This is an optimization exercise on Yosys and OpenROAD, whose aim is a short achievable clock period and few clock cycles per item, not a production implementation.
Only simulation tests tie the RTL to the original design; equivalence was not proved.
Power and IR drop assume default switching activity.

[config.mk]
export PLATFORM = sky130hd
export DESIGN_NAME = pll_ctrl
export DESIGN_NICKNAME = pll_ctrl
export VERILOG_FILES = /design/flow/design.v
export SDC_FILE = /design/flow/constraint.sdc
export NUM_CORES = 4
export LEC_CHECK = 0
export CAP_MARGIN = 50
export CORE_MARGIN = 2
export CORE_UTILIZATION = 40
export PLACE_DENSITY = 0.6
export SLEW_MARGIN = 70
export SYNTH_HIERARCHICAL = 1
export SYNTH_MINIMUM_KEEP_SIZE = 0
[constraint.sdc]
create_clock -name core_clock -period 20.0 [get_ports {clk}]
set_input_delay 4.0000 -clock core_clock [delete_from_list [all_inputs] [get_ports {clk}]]
set_output_delay 4.0000 -clock core_clock [all_outputs]
set_load 0.01 [all_outputs]
[design.v]
module pll_divu #(
    parameter B = 3,
    parameter S = 0
) (
    input  [33:0]          r,
    input  [36*7-1:0]      m,
    output [33:0]          r_o,
    output [B-1:0]         q
);
    localparam N = (1 << B) - 1;
    wire [N:0]  fit;
    wire [33:0] dif [0:N];
    assign fit[0] = 1'b1;
    assign dif[0] = r;
    genvar i;
    generate
        for (i = 1; i <= N; i = i + 1) begin : g_i
            wire [69:0] sh  = {34'd0, m[(i-1)*36 +: 36]} << S;
            wire [34:0] sub = {1'b0, r} - {1'b0, sh[33:0]};
            assign fit[i] = (sh[69:34] == 36'd0) & ~sub[34];
            assign dif[i] = sub[33:0];
        end
    endgenerate
    reg [33:0]  ro;
    reg [B-1:0] qq;
    integer k;
    always @(*) begin
        ro = r;
        qq = {B{1'b0}};
        for (k = 1; k <= N; k = k + 1)
            if (fit[k]) begin
                ro = dif[k];
                qq = k;
            end
    end
    assign r_o = ro;
    assign q   = qq;
endmodule
module pll_sup_a (
    input  [31:0]  f,
    output [319:0] v        
);
    function [63:0] csa(input [31:0] a, input [31:0] b, input [31:0] c);
        csa = {((a & b) | (a & c) | (b & c)) << 1, a ^ b ^ c};
    endfunction
    wire [31:0] x  = {7'd0, f[31:7]};
    wire [31:0] a0 = x << 3,  a1 = x << 6,  a2 = x << 11, a3 = x << 13,
                a4 = x << 18, a5 = x << 21, a6 = ~x, a7 = ~(x << 16), a8 = ~(x << 23),
                a9 = 32'd3;
    wire [63:0] l1a = csa(a0, a1, a2), l1b = csa(a3, a4, a5), l1c = csa(a6, a7, a9);
    wire [63:0] l2a = csa(l1a[31:0], l1a[63:32], l1b[31:0]), l2b = csa(l1b[63:32], l1c[31:0], l1c[63:32]);
    wire [31:0] y  = {2'd0, f[31:2]};
    wire [31:0] b0 = y, b1 = y << 11, b2 = y << 13, b3 = y << 26, b4 = y << 28,
                b5 = ~(y << 4), b6 = ~(y << 9), b7 = ~(y << 17), b8 = ~(y << 22),
                b9 = 32'd4;
    wire [63:0] m1a = csa(b0, b1, b2), m1b = csa(b3, b4, b5), m1c = csa(b6, b7, b9);
    wire [63:0] m2a = csa(m1a[31:0], m1a[63:32], m1b[31:0]), m2b = csa(m1b[63:32], m1c[31:0], m1c[63:32]);
    assign v = {m2a, m2b, b8, l2a, l2b, a8};
endmodule
module pll_sup_b (
    input  [31:0]  f,
    input  [319:0] v,
    output         sup
);
    function [31:0] ks(input [31:0] a, input [31:0] b);    
        reg [31:0] g, p, gg, pp;
        integer l, i;
        begin
            g = a & b; p = a ^ b; gg = g; pp = p;
            for (l = 1; l < 32; l = l * 2)
                for (i = 31; i >= l; i = i - 1) begin
                    gg[i] = gg[i] | (pp[i] & gg[i-l]);
                    pp[i] = pp[i] & pp[i-l];
                end
            ks = p ^ {gg[30:0], 1'b0};
        end
    endfunction
    function [63:0] csa(input [31:0] a, input [31:0] b, input [31:0] c);
        csa = {((a & b) | (a & c) | (b & c)) << 1, a ^ b ^ c};
    endfunction
    function [31:0] sum5(input [159:0] t);
        reg [63:0] u1, u2, u3;
        begin
            u1 = csa(t[31:0], t[63:32], t[95:64]);
            u2 = csa(u1[31:0], u1[63:32], t[127:96]);
            u3 = csa(u2[31:0], u2[63:32], t[159:128]);
            sum5 = ks(u3[31:0], u3[63:32]);
        end
    endfunction
    wire [31:0] p48  = sum5(v[159:0]);
    wire [31:0] p441 = sum5(v[319:160]);
    assign sup = (f != 32'd0) &&
                 (((f[6:0] == 7'd0) && (p48[24:0] <= 25'd89478)) ||
                  ((f[1:0] == 2'd0) && (p441[29:0] <= 30'd97391)));
endmodule
module pll_mult (
    input  [31:0]     f,
    output [36*7-1:0] m
);
    wire [35:0] d1 = {3'd0, f, 1'b0};
    wire [35:0] d2 = {2'd0, f, 2'b0};
    wire [35:0] d4 = {1'd0, f, 3'b0};
    wire [35:0] d3 = d1 + d2;
    wire [35:0] d5 = d1 + d4;
    wire [35:0] d7 = {f, 4'b0} - d1;
    assign m = {d7, {d3[34:0], 1'b0}, d5, d4, d3, d2, d1};
endmodule
module pll_ctrl (
    input             clk,
    input             rst,           
    input             in_valid,
    output            in_ready,
    input      [63:0] in_word,
    output            out_valid,
    input             out_ready,
    output     [63:0] out_word,
    output            synth_valid,
    output     [31:0] synth_reg
);
    localparam [33:0] TWO_TICK_CS = 34'd9600000000;   
    localparam [3:0]  FRAC_INIT   = 4'd8;
    reg  [1:0]  active_src;
    reg  [31:0] current_rate;
    reg         rate_valid;
    reg         fl_unsup, fl_stall, fl_los, fl_badcmd, fl_fallback;
    reg  [15:0] adder;
    reg  [3:0]  frac_index;
    reg         first_update;
    reg  [15:0] prev_count;
    reg         prev_valid;
    reg  [31:0] integ;           
    reg  [1:0]  lock;
    reg  [3:0]  dwell;
    wire [7:0]  flags = {fl_fallback, fl_badcmd, fl_los, 1'b0, fl_stall, 2'b00, fl_unsup};
    reg         in_ready_r;
    assign in_ready = in_ready_r;
    wire        acc = in_valid & in_ready_r;
    wire [63:0] w      = in_word;
    wire [1:0]  w_src  = w[33:32];
    wire [31:0] w_freq = w[31:0];
    wire [15:0] cnt    = w[15:0];
    wire is_selsrc  = (w[63:34] == {8'h10, 22'd0}) && (w[31:0] == 32'd0);
    wire is_setrate = (w[63:32] == 32'h11000000);
    wire is_getstat = (w == 64'h1200000000000000);
    wire is_clrflag = (w[63:8] == 56'h13000000000000);
    wire is_synget  = (w[63:32] == 32'h14000000);
    wire is_refev   = (w[63:35] == {8'h20, 21'd0}) && (w[31:16] == 16'd0);
    wire is_los     = (w[63:34] == {8'h21, 22'd0}) && (w[31:0] == 32'd0);
    wire is_rateirq = (w[63:32] == 32'h30000000);
    wire is_audmsg  = (w[63:32] == 32'h40000000);
    wire is_pinport = (w[63:61] == 3'b011);
    wire is_illegal = ~(is_selsrc | is_setrate | is_getstat | is_clrflag | is_synget |
                        is_refev | is_los | is_rateirq | is_audmsg | is_pinport);
    wire rate_any    = is_setrate | is_rateirq;
    wire same_rate   = rate_valid & (w_freq == current_rate);
    wire quick_unsup = (w_freq[1:0] != 2'd0) | (w_freq[31:2] == 30'd0);   
    wire rate_req    = acc & rate_any & ~same_rate & ~quick_unsup;        
    wire rate_bad    = acc & rate_any & ~same_rate &  quick_unsup;
    wire sw_rate, sw_sel, sw_los, sw_any;
    reg  [16:0] u_r;
    reg  [47:0] ms_th;
    reg  [5:0]  ms_f;
    reg  [15:0] k3, k16;
    wire [703:0] th_lo;
    wire [31:0]  th_f1, th_v;
    wire [63:0]  i_lo, i_h0, i_h1;
    wire [11:0]  i_c0, i_c1;
    wire [35:0]  fr;
    pll_pre u_pre (
        .u(u_r), .integ(integ), .frac_index(frac_index),
        .th_lo(th_lo), .th_f1(th_f1), .th_v(th_v),
        .i_lo(i_lo), .i_h0(i_h0), .i_h1(i_h1), .i_c0(i_c0), .i_c1(i_c1), .fr(fr));
    wire [3:0]  frac_nx;
    wire [31:0] integ_nx;
    wire        e_small, e_big;
    pll_post u_post (
        .cnt(cnt), .first_update(first_update), .frac_index(frac_index), .integ(integ),
        .th_lo(th_lo), .th_f1(th_f1), .th_v(th_v), .ms_th(ms_th), .ms_f(ms_f),
        .i_lo(i_lo), .i_h0(i_h0), .i_h1(i_h1), .i_c0(i_c0), .i_c1(i_c1),
        .k3(k3), .k16(k16), .fr(fr),
        .c_init(rst | (sw_any & (sw_rate | rate_valid))), .c_zero(rst | sw_any), .c_calc(ev_calc),
        .frac_nx(frac_nx), .integ_nx(integ_nx), .e_small(e_small), .e_big(e_big));
    reg [1:0] lock_calc;
    reg [3:0] dwell_calc;
    always @(*) begin
        lock_calc  = lock;
        dwell_calc = dwell;
        case (lock)
        2'd0: begin
            lock_calc  = 2'd1;
            dwell_calc = 4'd0;
        end
        2'd1: begin
            if (e_small) begin
                if (dwell >= 4'd7) begin
                    dwell_calc = 4'd8;
                    lock_calc  = 2'd2;
                end else
                    dwell_calc = dwell + 4'd1;
            end else
                dwell_calc = 4'd0;
        end
        default: begin
            if (e_big) begin
                lock_calc  = 2'd1;
                dwell_calc = 4'd0;
            end
        end
        endcase
    end
    wire forwarded = (w_src == active_src) & rate_valid;
    wire ev_prime  = acc & is_refev & forwarded & ~prev_valid;
    wire ev_same   = (cnt == prev_count);
    wire ev_stall  = acc & is_refev & forwarded & prev_valid & ev_same;
    wire ev_calc   = acc & is_refev & forwarded & prev_valid & ~ev_same;
    wire [36*7-1:0] mul_in;
    pll_mult u_mult (.f(w_freq), .m(mul_in));
    function [36*7-1:0] mfull(input [36*4-1:0] o);
        mfull = {o[143:108], {o[70:36], 1'b0}, o[107:72], {o[33:0], 2'b00}, o[71:36], {o[34:0], 1'b0}, o[35:0]};
    endfunction
    wire [36*4-1:0] mul_odd = {mul_in[36*6 +: 36], mul_in[36*4 +: 36], mul_in[36*2 +: 36], mul_in[0 +: 36]};
    wire [319:0] sup_v;
    pll_sup_a u_supa (.f(w_freq), .v(sup_v));
    reg  [31:0]     s0_f;
    reg  [319:0]    s0_sv;
    reg  [36*4-1:0] s0_m;
    reg             s0_rate, s0_syn, s0_gs;
    reg  [44:0]     s0_stat;
    wire sup0;
    pll_sup_b u_supb (.f(s0_f), .v(s0_sv), .sup(sup0));
    wire [33:0] ra, rb;
    wire [1:0]  qa;
    wire [2:0]  qb;
    pll_divu #(.B(2), .S(15)) u_da (.r(TWO_TICK_CS + {2'b00, s0_f}), .m(mfull(s0_m)), .r_o(ra), .q(qa));
    pll_divu #(.B(3), .S(12)) u_db (.r(ra), .m(mfull(s0_m)), .r_o(rb), .q(qb));
    reg  [33:0]     s1_r;
    reg  [36*4-1:0] s1_m;
    reg  [4:0]      s1_q;
    reg             s1_ans, s1_syn, s1_sup, s1_apply;
    reg  [44:0]     s1_stat;
    wire [33:0] rc, rd;
    wire [2:0]  qc, qd;
    pll_divu #(.B(3), .S(9)) u_dc (.r(s1_r), .m(mfull(s1_m)), .r_o(rc), .q(qc));
    pll_divu #(.B(3), .S(6)) u_dd (.r(rc),   .m(mfull(s1_m)), .r_o(rd), .q(qd));
    reg  [33:0]     s2_r;
    reg  [36*4-1:0] s2_m;
    reg  [10:0]     s2_q;
    reg             s2_ans, s2_syn, s2_sup, s2_apply;
    reg  [44:0]     s2_stat;
    wire [33:0] re, rf;
    wire [2:0]  qe, qf;
    pll_divu #(.B(3), .S(3)) u_de (.r(s2_r), .m(mfull(s2_m)), .r_o(re), .q(qe));
    pll_divu #(.B(3), .S(0)) u_df (.r(re),   .m(mfull(s2_m)), .r_o(rf), .q(qf));
    wire [16:0] quo = {s2_q, qe, qf};
    wire        pv = s2_ans;
    wire [63:0] pw = !s2_syn ? {8'h92, 8'h00, s2_stat[44:37], 3'b000, s2_stat[36:0]} :
                     s2_sup  ? {8'h94, 24'h010008, 16'h0000, quo[15:0]} :
                               {8'h94, 24'h020000, 32'h0};
    reg  [63:0] fifo [0:7];
    reg  [2:0]  f_rd, f_wr;
    reg  [3:0]  f_cnt;
    reg         ov;
    reg  [63:0] ow;
    reg  [3:0]  n_ans;           
    assign out_valid = ov;
    assign out_word  = ow;
    wire pop      = ov & out_ready;
    wire load     = ~ov | pop;
    wire mem_any  = (f_cnt != 4'd0);
    wire take     = load & (mem_any | pv);
    always @(posedge clk) begin
        if (pv)
            fifo[f_wr] <= pw;
        if (load)
            ow <= mem_any ? fifo[f_rd] : pw;
    end
    always @(posedge clk) begin
        if (rst) begin
            ov    <= 1'b0;
            f_rd  <= 3'd0;
            f_wr  <= 3'd0;
            f_cnt <= 4'd0;
            n_ans <= 4'd0;
        end else begin
            if (load)
                ov <= mem_any | pv;
            if (pv)
                f_wr <= f_wr + 3'd1;
            if (take)
                f_rd <= f_rd + 3'd1;
            f_cnt <= f_cnt + {3'd0, pv} - {3'd0, take};
            n_ans <= n_ans + {3'd0, acc & (is_getstat | is_synget)} - {3'd0, pop};
        end
    end
    assign sw_rate = s0_rate & sup0;
    assign sw_sel  = acc & is_selsrc & (w_src != active_src);
    assign sw_los  = acc & is_los & (w_src == active_src) & (w_src != 2'd0);
    assign sw_any  = sw_rate | sw_sel | sw_los;
    wire prev_valid_nx = sw_any ? 1'b0 : (ev_prime ? 1'b1 : prev_valid);
    wire pend_nx       = sw_rate | s1_apply | s2_apply;    
    wire [15:0] a_nx = adder;
    wire [15:0] p_kp = prev_count;
    wire [16:0] dc_u,  dh_u;
    wire [18:0] dc_ta, dc_tb, dc_tc, dh_ta, dh_tb, dh_tc;
    wire [15:0] dc_k3, dc_k16, dh_k3, dh_k16;
    pll_der u_der_c (.p(cnt),  .a(a_nx), .u(dc_u), .ta(dc_ta), .tb(dc_tb), .tc(dc_tc),
                     .k3(dc_k3), .k16(dc_k16));
    pll_der u_der_h (.p(p_kp), .a(a_nx), .u(dh_u), .ta(dh_ta), .tb(dh_tb), .tc(dh_tc),
                     .k3(dh_k3), .k16(dh_k16));
    wire        use_c  = ev_prime | ev_calc;
    wire [16:0] dv_u   = use_c ? dc_u   : dh_u;
    wire [18:0] dv_ta  = use_c ? dc_ta  : dh_ta;
    wire [18:0] dv_tb  = use_c ? dc_tb  : dh_tb;
    wire [18:0] dv_tc  = use_c ? dc_tc  : dh_tc;
    wire [15:0] dv_k3  = use_c ? dc_k3  : dh_k3;
    wire [15:0] dv_k16 = use_c ? dc_k16 : dh_k16;
    always @(posedge clk) begin
        if (rst) begin
            u_r   <= 17'd0;
            ms_th <= {16'h8000, 16'h8000, 16'h8000};    
            ms_f  <= 6'b10_10_00;
            k3    <= 16'd3;
            k16   <= 16'd16;
        end else begin
            u_r   <= dv_u;
            ms_th <= {dv_tc[15:0], dv_tb[15:0], dv_ta[15:0]};
            ms_f  <= {dv_tc[18], ~dv_tc[18] & (dv_tc[17:16] != 2'd0),
                      dv_tb[18], ~dv_tb[18] & (dv_tb[17:16] != 2'd0),
                      dv_ta[18], ~dv_ta[18] & (dv_ta[17:16] != 2'd0)};
            k3    <= dv_k3;
            k16   <= dv_k16;
        end
    end
    always @(posedge clk) begin
        if (rst)
            in_ready_r <= 1'b1;
        else
            in_ready_r <= ~rate_req & ~(pend_nx & prev_valid_nx) & (n_ans <= 4'd7);
    end
    always @(posedge clk) begin
        s0_f    <= w_freq;
        s0_sv   <= sup_v;
        s0_m    <= mul_odd;
        s0_stat <= {flags, rate_valid, lock, active_src, current_rate};
        s1_r    <= rb;
        s1_m    <= s0_m;
        s1_q    <= {qa, qb};
        s1_syn  <= s0_syn;
        s1_sup  <= sup0;
        s1_stat <= s0_stat;
        s2_r    <= rd;
        s2_m    <= s1_m;
        s2_q    <= {s1_q, qc, qd};
        s2_syn  <= s1_syn;
        s2_sup  <= s1_sup;
        s2_stat <= s1_stat;
        if (rst) begin
            s0_rate  <= 1'b0;
            s0_syn   <= 1'b0;
            s0_gs    <= 1'b0;
            s1_ans   <= 1'b0;
            s1_apply <= 1'b0;
            s2_ans   <= 1'b0;
            s2_apply <= 1'b0;
        end else begin
            s0_rate  <= rate_req;
            s0_syn   <= acc & is_synget;
            s0_gs    <= acc & is_getstat;
            s1_ans   <= s0_syn | s0_gs;
            s1_apply <= sw_rate;
            s2_ans   <= s1_ans;
            s2_apply <= s1_apply;
        end
    end
    always @(posedge clk) begin
        frac_index <= frac_nx;
        integ      <= integ_nx;
    end
    always @(posedge clk) begin
        if (rst) begin
            active_src   <= 2'd0;
            current_rate <= 32'd0;
            rate_valid   <= 1'b0;
            fl_unsup     <= 1'b0;
            fl_stall     <= 1'b0;
            fl_los       <= 1'b0;
            fl_badcmd    <= 1'b0;
            fl_fallback  <= 1'b0;
            adder        <= 16'd0;
            first_update <= 1'b1;
            prev_count   <= 16'd0;
            prev_valid   <= 1'b0;
            lock         <= 2'd0;
            dwell        <= 4'd0;
        end else begin
            prev_valid <= prev_valid_nx;
            if (s2_apply)
                adder <= quo[15:0];
            if (sw_any) begin
                lock         <= 2'd0;
                dwell        <= 4'd0;
                first_update <= 1'b1;
            end
            if (sw_rate) begin
                current_rate <= s0_f;
                rate_valid   <= 1'b1;
            end
            if (s0_rate & ~sup0)
                fl_unsup <= 1'b1;
            if (acc) begin
                if (sw_sel)
                    active_src <= w_src;
                if (sw_los) begin
                    active_src  <= 2'd0;
                    fl_los      <= 1'b1;
                    fl_fallback <= 1'b1;
                end
                if (rate_bad)
                    fl_unsup <= 1'b1;
                if (is_clrflag) begin
                    if (w[0]) fl_unsup    <= 1'b0;
                    if (w[3]) fl_stall    <= 1'b0;
                    if (w[5]) fl_los      <= 1'b0;
                    if (w[6]) fl_badcmd   <= 1'b0;
                    if (w[7]) fl_fallback <= 1'b0;
                end
                if (is_illegal)
                    fl_badcmd <= 1'b1;
                if (ev_prime)
                    prev_count <= cnt;
                if (ev_stall)
                    fl_stall <= 1'b1;
                if (ev_calc) begin
                    prev_count   <= cnt;
                    first_update <= 1'b0;
                    lock         <= lock_calc;
                    dwell        <= dwell_calc;
                end
            end
        end
    end
    wire [31:0] frac_table;
    pll_table u_table (.idx(frac_index), .val(frac_table));
    assign synth_valid = rate_valid;
    assign synth_reg   = frac_table;
endmodule
module pll_pre (
    input  [16:0]  u,         
    input  [31:0]  integ,
    input  [3:0]   frac_index,
    output [703:0] th_lo,     
    output [31:0]  th_f1,     
    output [31:0]  th_v,      
    output [63:0]  i_lo,      
    output [63:0]  i_h0,      
    output [63:0]  i_h1,      
    output [11:0]  i_c0,      
    output [11:0]  i_c1,      
    output [35:0]  fr         
);
    function [35:0] ks(input [35:0] a, input [35:0] b);    
        reg [35:0] g, p, gg, pp;
        integer l, i;
        begin
            g = a & b; p = a ^ b; gg = g; pp = p;
            for (l = 1; l < 36; l = l * 2)
                for (i = 35; i >= l; i = i - 1) begin
                    gg[i] = gg[i] | (pp[i] & gg[i-l]);
                    pp[i] = pp[i] & pp[i-l];
                end
            ks = p ^ {gg[34:0], 1'b0};
        end
    endfunction
    function [71:0] csa(input [35:0] a, input [35:0] b, input [35:0] c);
        csa = {((a & b) | (a & c) | (b & c)) << 1, a ^ b ^ c};
    endfunction
    wire [35:0] ix  = {{4{integ[31]}}, integ};
    wire [35:0] nu  = ~{19'd0, u};
    wire [35:0] nu8 = ~{16'd0, u, 3'd0};
    wire [71:0] r1  = csa(ix, nu, nu8);
    genvar m, j;
    generate
        for (m = -1; m <= 2; m = m + 1) begin : g_m
            for (j = -3; j <= 4; j = j + 1) begin : g_j
                localparam integer IDX = (m + 1) * 8 + j + 3;
                wire [35:0] k  = 2 + 589824 * m - 16 * j;
                wire [71:0] r2 = csa(r1[35:0], r1[71:36], k);
                wire [35:0] wv = ks(r2[35:0], r2[71:36]);
                assign th_lo[IDX*22 +: 22] = {2'b00, wv[19:0]};
                assign th_f1[IDX] = ~wv[35];
                assign th_v[IDX]  = &wv[35:20];
            end
            wire [35:0] kg = 1 + 65536 * m;
            wire [71:0] q2 = csa(ix, nu, kg);
            wire [35:0] g  = ks(q2[35:0], q2[71:36]);
            wire [17:0] h0 = g[33:16];
            wire [17:0] h1 = g[33:16] + 18'd1;
            assign i_lo[(m+1)*16 +: 16] = g[15:0];
            assign i_h0[(m+1)*16 +: 16] = h0[15:0];
            assign i_h1[(m+1)*16 +: 16] = h1[15:0];
            assign i_c0[(m+1)*3 +: 3] = {~h0[17] & (h0[16] | h0[15]),
                                         h0[17] & ~(h0[16] & h0[15]),
                                         h0[17:15] == 3'b111 && h0[14:0] == 15'd0};
            assign i_c1[(m+1)*3 +: 3] = {~h1[17] & (h1[16] | h1[15]),
                                         h1[17] & ~(h1[16] & h1[15]),
                                         h1[17:15] == 3'b111 && h1[14:0] == 15'd0};
        end
        for (j = -4; j <= 4; j = j + 1) begin : g_fr
            wire signed [5:0] v = $signed({2'b00, frac_index}) + j;
            assign fr[(j+4)*4 +: 4] = v[5] ? 4'd0 : (v > 6'sd15) ? 4'd15 : v[3:0];
        end
    endgenerate
endmodule
module pll_der (
    input  [15:0] p,
    input  [15:0] a,
    output [16:0] u,
    output [18:0] ta,
    output [18:0] tb,
    output [18:0] tc,
    output [15:0] k3,
    output [15:0] k16
);
    function [18:0] ks(input [18:0] x, input [18:0] y);    
        reg [18:0] g, q, gg, pp;
        integer l, i;
        begin
            g = x & y; q = x ^ y; gg = g; pp = q;
            for (l = 1; l < 19; l = l * 2)
                for (i = 18; i >= l; i = i - 1) begin
                    gg[i] = gg[i] | (pp[i] & gg[i-l]);
                    pp[i] = pp[i] & pp[i-l];
                end
            ks = q ^ {gg[17:0], 1'b0};
        end
    endfunction
    function [37:0] csa(input [18:0] x, input [18:0] y, input [18:0] z);
        csa = {((x & y) | (x & z) | (y & z)) << 1, x ^ y ^ z};
    endfunction
    wire [18:0] pz = {3'd0, p};
    wire [18:0] az = {3'd0, a};
    wire [18:0] s0 = ks(pz, az);
    wire [37:0] ca = csa(pz, az, 19'd32768);
    wire [37:0] cb = csa(pz, az, -19'd32768);
    wire [37:0] cc = csa(pz, az, -19'd98304);
    wire [37:0] c3 = csa(~pz, ~az, 19'd5);      
    wire [37:0] c16 = csa(~pz, ~az, 19'd18);
    wire [18:0] s3  = ks(c3[18:0], c3[37:19]);
    wire [18:0] s16 = ks(c16[18:0], c16[37:19]);
    assign u   = s0[16:0];
    assign ta  = ks(ca[18:0], ca[37:19]);
    assign tb  = ks(cb[18:0], cb[37:19]);
    assign tc  = ks(cc[18:0], cc[37:19]);
    assign k3  = s3[15:0];
    assign k16 = s16[15:0];
endmodule
module pll_c9 (
    input  [15:0] cnt,
    output [19:0] x,
    output [19:0] o,
    output [19:0] a
);
    wire [19:0] c1 = {4'd0, cnt};
    wire [19:0] c8 = {1'b0, cnt, 3'd0};
    assign x = c1 ^ c8;
    assign o = c1 | c8;
    assign a = c1 & c8;
endmodule
module pll_cmp (
    input  [19:0] lo,
    input  [19:0] x,
    input  [19:0] o,
    input  [19:0] a,
    output        c
);
    wire [19:0] s  = lo ^ x;                        
    wire [20:0] cy = {(lo & o) | (~lo & a), 1'b0};  
    wire [19:0] g0 = s & cy[19:0];
    wire [19:0] p0 = s ^ cy[19:0];
    wire [19:0] G [0:5];
    wire [19:0] P [0:5];
    assign G[0] = g0;
    assign P[0] = p0;
    genvar l, i;
    generate
        for (l = 0; l < 5; l = l + 1) begin : g_l
            for (i = 0; i < 20; i = i + 1) begin : g_b
                if (i >= (1 << l)) begin
                    assign G[l+1][i] = G[l][i] | (P[l][i] & G[l][i - (1 << l)]);
                    assign P[l+1][i] = P[l][i] & P[l][i - (1 << l)];
                end else begin
                    assign G[l+1][i] = G[l][i];
                    assign P[l+1][i] = P[l][i];
                end
            end
        end
    endgenerate
    assign c = G[5][19] | cy[20];
endmodule
module pll_ge16 (
    input  [15:0] a,
    input  [15:0] b,
    output        ge
);
    wire [15:0] nb = ~b;
    wire [15:0] G [0:4];
    wire [15:0] P [0:4];
    assign G[0] = {a[15:1] & nb[15:1], (a[0] & nb[0]) | (a[0] ^ nb[0])};
    assign P[0] = a ^ nb;
    genvar l, i;
    generate
        for (l = 0; l < 4; l = l + 1) begin : g_l
            for (i = 0; i < 16; i = i + 1) begin : g_b
                if (i >= (1 << l)) begin
                    assign G[l+1][i] = G[l][i] | (P[l][i] & G[l][i - (1 << l)]);
                    assign P[l+1][i] = P[l][i] & P[l][i - (1 << l)];
                end else begin
                    assign G[l+1][i] = G[l][i];
                    assign P[l+1][i] = P[l][i];
                end
            end
        end
    endgenerate
    assign ge = G[4][15];
endmodule
module pll_add16 (
    input  [15:0] a,
    input  [15:0] b,
    output [15:0] s,
    output        co
);
    wire [15:0] G [0:4];
    wire [15:0] P [0:4];
    assign G[0] = a & b;
    assign P[0] = a ^ b;
    genvar l, i;
    generate
        for (l = 0; l < 4; l = l + 1) begin : g_l
            for (i = 0; i < 16; i = i + 1) begin : g_b
                if (i >= (1 << l)) begin
                    assign G[l+1][i] = G[l][i] | (P[l][i] & G[l][i - (1 << l)]);
                    assign P[l+1][i] = P[l][i] & P[l][i - (1 << l)];
                end else begin
                    assign G[l+1][i] = G[l][i];
                    assign P[l+1][i] = P[l][i];
                end
            end
        end
    endgenerate
    assign s  = P[0] ^ {G[4][14:0], 1'b0};
    assign co = G[4][15];
endmodule
module pll_post (
    input  [15:0]  cnt,
    input          first_update,
    input  [3:0]   frac_index,
    input  [31:0]  integ,
    input  [703:0] th_lo,
    input  [31:0]  th_f1,
    input  [31:0]  th_v,
    input  [47:0]  ms_th,
    input  [5:0]   ms_f,
    input  [63:0]  i_lo,
    input  [63:0]  i_h0,
    input  [63:0]  i_h1,
    input  [11:0]  i_c0,
    input  [11:0]  i_c1,
    input  [15:0]  k3,
    input  [15:0]  k16,
    input  [35:0]  fr,
    input          c_init,    
    input          c_zero,    
    input          c_calc,    
    output [3:0]   frac_nx,
    output [31:0]  integ_nx,
    output         e_small,
    output         e_big
);
    localparam [31:0] I_MAX = 32'h7FFFFFFF;
    localparam [31:0] I_MIN = 32'h80000001;
    wire [19:0] cx [0:3];
    wire [19:0] co [0:3];
    wire [19:0] ca [0:3];
    genvar r;
    generate
        for (r = 0; r < 4; r = r + 1) begin : g_c9
            pll_c9 u_c9 (.cnt(cnt), .x(cx[r]), .o(co[r]), .a(ca[r]));
        end
    endgenerate
    wire [2:0] ge;
    genvar k;
    generate
        for (k = 0; k < 3; k = k + 1) begin : g_ms
            pll_ge16 u_ge (.a(cnt), .b(ms_th[k*16 +: 16]), .ge(ge[k]));
        end
    endgenerate
    wire le_m1 = ms_f[1] | (~ms_f[0] & ge[0]);    
    wire le_0  = ms_f[3] | (~ms_f[2] & ge[1]);    
    wire le_1  = ms_f[5] | (~ms_f[4] & ge[2]);    
    wire [3:0] sel = {~le_1, le_1 & ~le_0, le_0 & ~le_m1, le_m1};    
    wire [31:0] cy;
    wire [31:0] t;
    generate
        for (k = 0; k < 32; k = k + 1) begin : g_t
            pll_cmp u_cmp (.lo(th_lo[k*22 +: 20]), .x(cx[k/8]), .o(co[k/8]), .a(ca[k/8]), .c(cy[k]));
            assign t[k] = th_f1[k] | (th_v[k] & cy[k]);
        end
    endgenerate
    wire [7:0] th = ({8{sel[0]}} & t[7:0])   | ({8{sel[1]}} & t[15:8]) |
                    ({8{sel[2]}} & t[23:16]) | ({8{sel[3]}} & t[31:24]);
    reg [3:0] fc;
    always @(*) begin
        if (first_update) begin
            if (!th[0])      fc = fr[0 +: 4];
            else if (!th[1]) fc = fr[4 +: 4];
            else if (!th[2]) fc = fr[8 +: 4];
            else if (!th[3]) fc = fr[12 +: 4];
            else if (!th[4]) fc = fr[16 +: 4];
            else if (!th[5]) fc = fr[20 +: 4];
            else if (!th[6]) fc = fr[24 +: 4];
            else if (!th[7]) fc = fr[28 +: 4];
            else             fc = fr[32 +: 4];
        end else begin
            if (!th[3])      fc = fr[12 +: 4];
            else if (th[4])  fc = fr[20 +: 4];
            else             fc = frac_index;
        end
    end
    assign frac_nx = c_init ? 4'd8 : c_calc ? fc : frac_index;
    wire [31:0] isat [0:3];
    generate
        for (k = 0; k < 4; k = k + 1) begin : g_i
            wire [15:0] lo;
            wire        c;
            pll_add16 u_add (.a(i_lo[k*16 +: 16]), .b(cnt), .s(lo), .co(c));
            wire [15:0] hi = c ? i_h1[k*16 +: 16] : i_h0[k*16 +: 16];
            wire [2:0]  cl = c ? i_c1[k*3 +: 3] : i_c0[k*3 +: 3];
            assign isat[k] = cl[2] ? I_MAX :
                             (cl[1] | (cl[0] & (lo == 16'd0))) ? I_MIN :
                             {hi, lo};
        end
    endgenerate
    wire [31:0] integ_calc = ({32{sel[0]}} & isat[0]) | ({32{sel[1]}} & isat[1]) |
                             ({32{sel[2]}} & isat[2]) | ({32{sel[3]}} & isat[3]);
    assign integ_nx = c_zero ? 32'd0 : c_calc ? integ_calc : integ;
    wire [15:0] v3, v16;
    wire        c3, c16;
    pll_add16 u_a3  (.a(cnt), .b(k3),  .s(v3),  .co(c3));
    pll_add16 u_a16 (.a(cnt), .b(k16), .s(v16), .co(c16));
    assign e_small = (v3 <= 16'd6);
    assign e_big   = (v16 > 16'd32);
endmodule
module pll_table (
    input      [3:0]  idx,
    output reg [31:0] val
);
    always @(*) begin
        case (idx)
            4'd0:  val = 32'h3F9DB22D;
            4'd1:  val = 32'h3FDFE131;
            4'd2:  val = 32'h4021B7A4;
            4'd3:  val = 32'h40640B01;
            4'd4:  val = 32'h40A5ACF0;
            4'd5:  val = 32'h40E75B3D;
            4'd6:  val = 32'h412914A5;
            4'd7:  val = 32'h416B5917;
            4'd8:  val = 32'h41AD0000;
            4'd9:  val = 32'h41EEF723;
            4'd10: val = 32'h4230938C;
            4'd11: val = 32'h427248C4;
            4'd12: val = 32'h42B4B001;
            4'd13: val = 32'h42F70F52;
            4'd14: val = 32'h4338BC4D;
            default: val = 32'h437AC0BC;
        endcase
    end
endmodule
[run.sh]
#!/bin/bash
# synth_recipe.tcl (not shown) runs the flow's synth.tcl, then flattens the netlist and writes it again
# the make line also repeats each setting of config.mk as NAME=value (left out here)
make -C /OpenROAD-flow-scripts/flow DESIGN_CONFIG=/design/flow/config.mk WORK_HOME=/design/flow/orfs CLKGATE_MAP_FILE= SYNTH_SCRIPT=/design/flow/synth_recipe.tcl finish
==> impl_metrics.ini, run 1 <==
[status]
run_status = no timing/DRC/antenna violations

[routing]
wl_per_cell_um = 28.5
drc = 0
via_per_inst = 6.03
drtAntennaViolNets = 0
drt_wl_total_um = 815000
drt_iter0_markers = 17400
first_pass_iters = 9
vias = 172000

[timing]
clock_skew_ns = 0.109
maxSlewViolCount = 0
setup_tns_ns = 0
worst_slack_ns = 11.43
rsz0062_at_grt = no
period_share_pct = 42.8
worstMarginPinSlew_ns = 0.524
fin_crit_ns = 8.57
setup_viol = 0
hold_viol_final = 0
max_slew_margin_pct = 64.7
fmaxAchievable_mhz = 117

[cts]
clock_latency_ns = 0.95
holdBufCountCts = 0
htreeDepth = 4
cts_setup_buffers = 0
cts_tree = yes
path_clk_slew_ns = 0.06
cts_resized = 0
clock-root-buffer = clkbuf_16
cts.sinks = 1610
cts_buffer_depth = 4
numCtsBuffers = 179

[global_route]
grt_pass1_wl_um = 1160000
overflow = 0
antenna_found_initial = 47
grt.total_usage_pct = 32.7
grt_max_degree = 72
first_global_vias = 164000

[setup_path]
end_kind = flop
cp_max_fo = 38
worstSetupPathType = input pin to flop
crit_chain = buf_6 -> buf_4 -> buf_6 -> buf_12 -> buf_6 -> inv_1 -> ha_2 -> xor2_1 -> ha_1 -> nand2_1 -> nor4_2 -> a211oi_1 -> o211ai_1 -> buf_2 -> a21oi_1 -> a21oi_1 -> a2111oi_4 -> buf_2 -> buf_2 -> mux2i_1 -> a2111oi_2 -> a211oi_1 -> o31ai_1
cp.arrival_ns = 9.38
cpMaxStageDelayCell = ha_2
worstSetupStartpointType = input pin
crit_required_ns = 20.82
slowest_delay_ns = 0.53

[placed_design]
pre_cts_ws_ns = 10.71
gp_congestion = 1.06
port_buffers = 147
dpl.hpwl_um = 655000
dp.cells = 28200

[final_layout]
syn_to_final_growth_pct = 10.3
fin_nets = 25100
drive_above_1_share_pct = 15.1
fin_cells = 28600

[synthesis]
netlist_area_sq_um = 188000
syn_area_per_cell_sq_um = 8.38
synth_warnings = 22
synth_cells = 22500

[floorplan]
core_sq_um = 468000
io-pin-count = 167
die_w_um = 690
die_h_um = 690
die_area_sq_um = 476000
start_util_pct = 40.2
fp-row-count = 251

[run]
drv_cap = 0

[min_path]
min_path_type = flop to flop

[pwr]
powerDensity_nw_per_um2 = 73.3
ir_drop_mv = 0.0719
p_leak_nw = 91.0
[per-stage QoR]
stage | cell area, sq um | hold WS (ns) | power [W] | util [%]
2_1_floorplan | 189000 | 0.310 | 0.00919 | -
3_3_place_gp | 193000 | 0.310 | 0.0113 | 41.2
3_5_place_dp | 200000 | 0.312 | 0.0115 | 42.8
4_1_cts | 206000 | 0.271 | 0.0151 | 44.1
5_1_grt | 208000 | 0.274 | 0.0162 | 44.4
6_report | 208000 | 0.272 | 0.0152 | 44.4
[layout make-up]
type / instances / area, sq um
multi-input cells: 17500 / 141000
inverters: 2056 / 7810
clock buffers: 230 / 5100
repair buffers: 901 / 7740
fillers: 46400 / 260000
flip-flops and latches: 1610 / 36600
diodes: 20 / 50.0
clock inverters: 100 / 1170
well taps: 6198 / 7750
[worst max-delay path, delay by kind of cell]
kind	cells	cell delay [ns]
buffers and inverters	9	2.14
AO/OA/AOI/OAI	8	1.82
adder cells (fa/ha/maj)	2	0.79
AND/OR/NAND/NOR	2	0.20
XOR/XNOR	1	0.19
multiplexers	1	0.11
[cells in the final DEF, fill, tap and decap left out, drive strengths merged, types with 250 or more instances in the layout]
cell type     n
ha         2420
inv        2065
a21oi      2011
nand2      1424
o21ai      1360
nor2       1248
dfxtp      1196
xnor2      1180
xor2       1080
buf         755
mux2        639
a21o        558
nand3       443
edfxtp      414
nor3        370
mux2i       331
fa          327
nand4       290
nor4        263
nor2b       250
[worst paths after layout]
| path | startpoint | to | slack [ns] | cells past startpoint |
|---|---|---|---|---|
| worst min register to register | s0_stat[31] | s1_stat[31] | 0.27 | 0 |
| worst max register to register | s1_m[76] | s2_r[32] | 11.58 | 27 |
| worst min-delay path | s0_stat[31] | s1_stat[31] | 0.27 | 0 |
| worst max-delay path | in_word[15] | frac_index[2] | 11.43 | 23 |
[state kept, by name (all words and copies together), names as in the netlist, 17 cells and up, named ones only]
signal        count
s2_r             34
ms_th            48
s0_sv           275
integ            32
s1_r             34
ow               46
s0_f             32
u_r              17
s2_stat          42
current_rate     32
s2_m            144
fifo            368
s0_stat          42
s1_stat          42
s0_m            144
s1_m            144
[metal layers]
layer | track usage [%] | up-vias | wire length [um]
li1 | - | 79100 | -
met1 | 43.3 | 84100 | 342000
met2 | 50.5 | 7613 | 350000
met3 | 5.56 | 1697 | 70000
met4 | 17.6 | 20 | 53000
met5 | 0 | - | 135
[report_power, final]
part,switching (W),internal (W)
clock,0.00153,0.00201
sequential,0.000485,0.00365
combinational,0.00445,0.00311
Testbench counts, summed over its fixed seeds: cycles 25,213, messages 24,000.
==> inputs of run 2 (changes only) <==
--- a/config.mk
+++ b/config.mk
@@ -9,4 +9,4 @@
 export CORE_MARGIN = 2
-export CORE_UTILIZATION = 40
-export PLACE_DENSITY = 0.6
+export CORE_UTILIZATION = 55
+export PLACE_DENSITY = 0.72
 export SLEW_MARGIN = 70
==> run 2 against run 1 <==
Net effect:
- first-iteration DRC count is 26% higher
- synthesized cell count unchanged
- still clean
- register-to-register slack worse by 0.18 ns
- power rose by 0.98%
- synthesized area unchanged
- highest routed layer unchanged
- worst hold slack improved by 0.031 ns
==> impl_metrics.ini, run 2 <==
[cts]
cts_buffer_depth = 4
cts_resized = 0
path_clk_slew_ns = 0.07
clock_latency_ns = 0.98
cts_setup_buffers = 0
cts.sinks = 1610
clock-root-buffer = clkbuf_16
numCtsBuffers = 174
holdBufCountCts = 0
htreeDepth = 4
cts_tree = yes

[final_layout]
multi_input_area_sq_um = 142000
drive_above_1_share_pct = 15.5
largest_reg_flops = 368
design_area_sq_um = 206000
final_common_cell = ha_1
fin_nets = 25100
mostFrequentLayoutCells = ha_1 (2,312), inv_1 (1,982), a21oi_1 (1,880)
fin_cells = 27000
largestRegisters = fifo x368, s0_sv x275
fill_cells = 29000
fin_util_pct = 60.6
syn_to_final_growth_pct = 9.63
top_register = fifo
seq_area_sq_um = 36600

[routing]
drc = 0
wl_per_cell_um = 31.7
via_per_inst = 6.65
vias = 180000
drt_iter0_markers = 21900
drt_wl_total_um = 856000
drtAntennaViolNets = 0
first_pass_iters = 9

[run]
drv_cap = 0

[setup_path]
cp.arrival_ns = 9.43
crit_required_ns = 20.83
worstSetupStartpointType = flop
cpMaxStageDelayCell = fa_1
slowest_delay_ns = 0.56
worstSetupPathType = flop to flop
reg2reg_depth = 30
cp_max_fo = 8
end_kind = flop

[timing]
setup_viol = 0
worst_slack_ns = 11.40
worstMarginPinSlew_ns = 0.535
hold_viol_final = 0
max_slew_margin_pct = 64.3
rsz0062_at_grt = no
fin_crit_ns = 8.60
setup_tns_ns = 0
fmaxAchievable_mhz = 116
clock_skew_ns = 0.122
maxSlewViolCount = 0
period_share_pct = 43.0

[placed_design]
placed_cell_area_sq_um = 199000
dp.cells = 26600
dpl.hpwl_um = 672000
port_buffers = 147
pre_cts_ws_ns = 10.63
gp_congestion = 1.09

[synthesis]
syn_area_per_cell_sq_um = 8.38
synth_cells = 22500
synth_warnings = 22
netlist_area_sq_um = 188000

[global_route]
grt_pass1_wl_um = 1200000
grt_max_degree = 54
antenna_found_initial = 66
grt.total_usage_pct = 47.1
overflow = 0
first_global_vias = 172000

[floorplan]
die_w_um = 589
die_h_um = 589
io-pin-count = 167
die_area_sq_um = 347000
start_util_pct = 55.3
fp-row-count = 214
core_sq_um = 340000

[status]
run_status = no timing/DRC/antenna violations

[pwr]
powerDensity_nw_per_um2 = 74.5
p_leak_nw = 91.4
ir_drop_mv = 0.132

[min_path]
min_path_type = flop to flop
whs_path_depth = 0
## run 2: through the flow
step	hold slack, ns	power [W]
after floorplan	0.310	0.00919
after global placement	0.310	0.0111
after detailed placement	0.312	0.0115
after CTS	0.299	0.0150
after global routing	0.308	0.0161
final	0.303	0.0154
## run 2: final timing paths
| path | startpoint | slack, ns | to |
|---|---|---|---|
| max reg2reg | u_r[3] | 11.40 | frac_index[1] |
| min | s1_stat[10] | 0.30 | s2_stat[10] |
| min reg2reg | s1_stat[10] | 0.30 | s2_stat[10] |
| max | u_r[3] | 11.40 | frac_index[1] |
## run 2: where the power goes
group          internal [W]  switching, W
Combinational       0.00311       0.00464
Sequential          0.00364      0.000461
Clock               0.00195       0.00156
Total               0.00871       0.00666
## run 2: layout make-up
type	instances	share of cell area (%)
Antenna cell	32	0.0388
Clock buffer	214	2.33
Clock inverter	105	0.598
Inverter	2056	3.78
Multi-Input combinational cell	17500	68.8
Sequential cell	1610	17.7
Tap cell	4536	2.75
Timing Repair Buffer	950	3.94
## run 2: per-layer routing
layer | global-route usage (%) | part of all wire, % | vias up
met5 | 0 | 0.019 | -
met4 | 33.7 | 8.8 | 24
met3 | 11.5 | 11 | 3067
met2 | 71.8 | 42 | 11100
met1 | 58.2 | 38 | 86300
li1 | - | - | 79100
## run 2: worst max-delay path: cells and delay by family (launching register included)
kind | cells | cell delay (ns)
adder cells (fa/ha/maj) | 4 | 1.82
buffers and inverters | 9 | 2.21
AND/OR/NAND/NOR | 4 | 0.81
multiplexers | 1 | 0.38
XOR/XNOR | 1 | 0.12
flip-flops | 1 | 0.55
AO/OA/AOI/OAI | 11 | 2.51
==> inputs of run 3 (changes only) <==
==> flow/run.sh (new file) <==
#!/bin/bash
# The standard layout, with the port buffers made of sky130_fd_sc_hd__buf_4
# instead of the delay buffer that buffer_ports picks by default.
set -euo pipefail
export BUFFER_PORTS_ARGS="-buffer_cell sky130_fd_sc_hd__buf_4"
bash standard.sh > standard.log 2>&1
==> standard.sh (new file) <==
#!/bin/bash
# synth_recipe.tcl (not shown) runs the flow's synth.tcl, then flattens the netlist and writes it again
# the make line also repeats each setting of config.mk as NAME=value (left out here)
make -C /OpenROAD-flow-scripts/flow DESIGN_CONFIG=/design/flow/config.mk WORK_HOME=/design/flow/orfs CLKGATE_MAP_FILE= SYNTH_SCRIPT=/design/flow/synth_recipe.tcl "${@:-finish}"
removed: run.sh
==> run 3 against run 2 <==
Net effect:
- global-route usage down 0.69 points
- worst hold slack worse by 0.022 ns
- worst setup slack better by 0.18 ns
- largest cell class unchanged
- sequential power about the same
- count of clock-buffer cells in the layout up 7
- still clean
- power down 0.49%
- clock power about the same
==> impl_metrics.ini, run 3 <==
[status]
run_status = no timing/DRC/antenna violations

[timing]
setup_viol = 0
hold_slack_ns = 0.280
worstMarginPinSlew_ns = 0.551
worst_slack_ns = 11.58
hold_viol_final = 0
rsz0062_at_grt = no
maxSlewViolCount = 0
fin_crit_ns = 8.42
setup_tns_ns = 0
max_slew_margin_pct = 63.1
clock_skew_ns = 0.123
period_share_pct = 42.1
fmaxAchievable_mhz = 119

[final_layout]
fin_nets = 25100
fin_cells = 27000
syn_to_final_growth_pct = 9.49
drive_above_1_share_pct = 15.7
largestRegisters = fifo x368, s0_sv x275
final_common_cell = ha_1
mostFrequentLayoutCells = ha_1 (2,318), inv_1 (1,974), a21oi_1 (1,886)
top_register = fifo
largest_reg_flops = 368

[cts]
path_clk_slew_ns = 0.07
htreeDepth = 4
cts_resized = 0
cts_tree = yes
cts.sinks = 1610
holdBufCountCts = 0
clock-root-buffer = clkbuf_16
numCtsBuffers = 177
cts_setup_buffers = 0
clock_latency_ns = 0.98
cts_buffer_depth = 4

[setup_path]
crit_required_ns = 20.82
cp_max_fo = 17
worstSetupStartpointType = input pin
worstSetupPathType = input pin to flop
end_kind = flop
cp.arrival_ns = 9.24
r2r_end = s1_r[24]
rr_startpoint = s0_f[13]
reg2reg_depth = 29
r2r_slack_ns = 11.60

[placed_design]
dp.cells = 26600
pre_cts_ws_ns = 10.82
dpl.hpwl_um = 667000
gp_congestion = 1.11
port_buffers = 147

[floorplan]
die_w_um = 589
start_util_pct = 55.3
die_area_sq_um = 347000
io-pin-count = 167
core_sq_um = 340000
fp-row-count = 214
die_h_um = 589

[global_route]
grt_pass1_wl_um = 1180000
first_global_vias = 171000
antenna_found_initial = 58
grt.total_usage_pct = 46.4
overflow = 0
grt_max_degree = 67

[routing]
vias = 179000
drc = 0
via_per_inst = 6.62
first_pass_iters = 12
wl_per_cell_um = 31.2
drtAntennaViolNets = 0
drt_wl_total_um = 842000
drt_iter0_markers = 20900

[pwr]
ir_drop_mv = 0.115
total_power_w = 0.0153
powerDensity_nw_per_um2 = 74.2
p_leak_nw = 91.5

[synthesis]
synth_warnings = 22
synth_cells = 22500
syn_area_per_cell_sq_um = 8.38
netlist_area_sq_um = 188000

[run]
drv_cap = 0

[min_path]
whs_endpoint = s2_stat[8]
worstHoldStart = s1_stat[8]
min_path_type = flop to flop
whs_path_depth = 0
[run 3: area by class of cell]
class	count	area [sq um]
Sequential cell	1610	36600
Fill cell	29400	134000
Multi-Input combinational cell	17500	142000
Timing Repair Buffer	927	7830
Inverter	2056	7810
Clock inverter	105	1340
Tap cell	4536	5680
Clock buffer	221	4810
Antenna cell	38	95.1
[run 3: worst max-delay path by stage]
stage | end | cells past startpoint | from | slack [ns]
2_1_floorplan | integ[24] | 14 | in_word[0] | 12.86
3_3_place_gp | frac_index[3] | 18 | in_word[15] | 10.25
3_5_place_dp | frac_index[2] | 19 | in_word[7] | 10.82
4_1_cts | frac_index[2] | 19 | in_word[7] | 11.76
5_1_grt | s1_r[24] | 31 | s0_f[13] | 11.20
6_report | frac_index[2] | 19 | in_word[7] | 11.58
[run 3: routing by layer]
metal	wire, um	GRT usage (%)	up-vias
met5	176	0	-
met4	71700	32.3	22
met3	96600	12.6	2802
met2	355000	70.7	10900
met1	318000	56.9	85800
li1	-	-	79200
[run 3: worst max-delay path: stages]
cell	delay, ns
buf_4	0.37
buf_4	0.40
buf_6	0.37
inv_1	0.13
ha_1	0.56
xor2_1	0.19
ha_1	0.26
a21oi_1	0.22
o21ai_0	0.20
a211oi_1	0.24
o211ai_1	0.24
a21o_1	0.34
a2111oi_4	0.40
clkdlybuf4s15_2	0.30
buf_2	0.18
nor2b_1	0.09
a2111oi_2	0.34
a211oi_1	0.11
o31ai_1	0.23
[run 3: metrics by stage]
stage	utilization (%)	instance area, sq um
4_1_cts	60.1	205000
5_1_grt	60.5	206000
6_report	60.6	206000
2_1_floorplan	-	189000
3_3_place_gp	56.0	191000
3_5_place_dp	58.3	198000
[run 3: where the power goes]
| part | switching [W] | leakage [nW] | internal, W |
|---|---|---|---|
| Combinational | 0.00457 | 74.8 | 0.00309 |
| Clock | 0.00153 | 2.99 | 0.00200 |
| Sequential | 0.000471 | 13.8 | 0.00365 |
| Total | 0.00656 | 91.5 | 0.00873 |

[port drivers added, routing unchanged]
In the flow no input, the clock included, has a driving cell. The finished layouts below were timed again as built, in two steps.
Step 1: set_driving_cell puts a clkbuf_16 on clk and a buf_2 on each other input, an assumption about the parent block.
Step 2 adds t to the input delays and takes it off the output delays; t is the mean of the earliest and latest rising clock arrival at the registers after step 1. Input paths then give back, and output paths get back, about the clock's delay inside the block.
Slacks: ideal / step 1 / step 2; pairs: ideal / step 1.
| run | t (ns) | setup WS [ns] | worst setup path after step 2 |
|---|---|---|---|
| run 1 | 1.006 | 11.433 / 11.508 / 10.502 | input to register |
| run 2 | 1.030 | 11.400 / 11.400 / 10.472 | input to register |
| run 3 | 1.030 | 11.581 / 11.598 / 10.654 | input to register |
After both steps setup and hold are still met in every run listed. The setup slack of run 1, which loses most, moves by +0.075 ns with the drivers and by -0.931 ns with both steps.
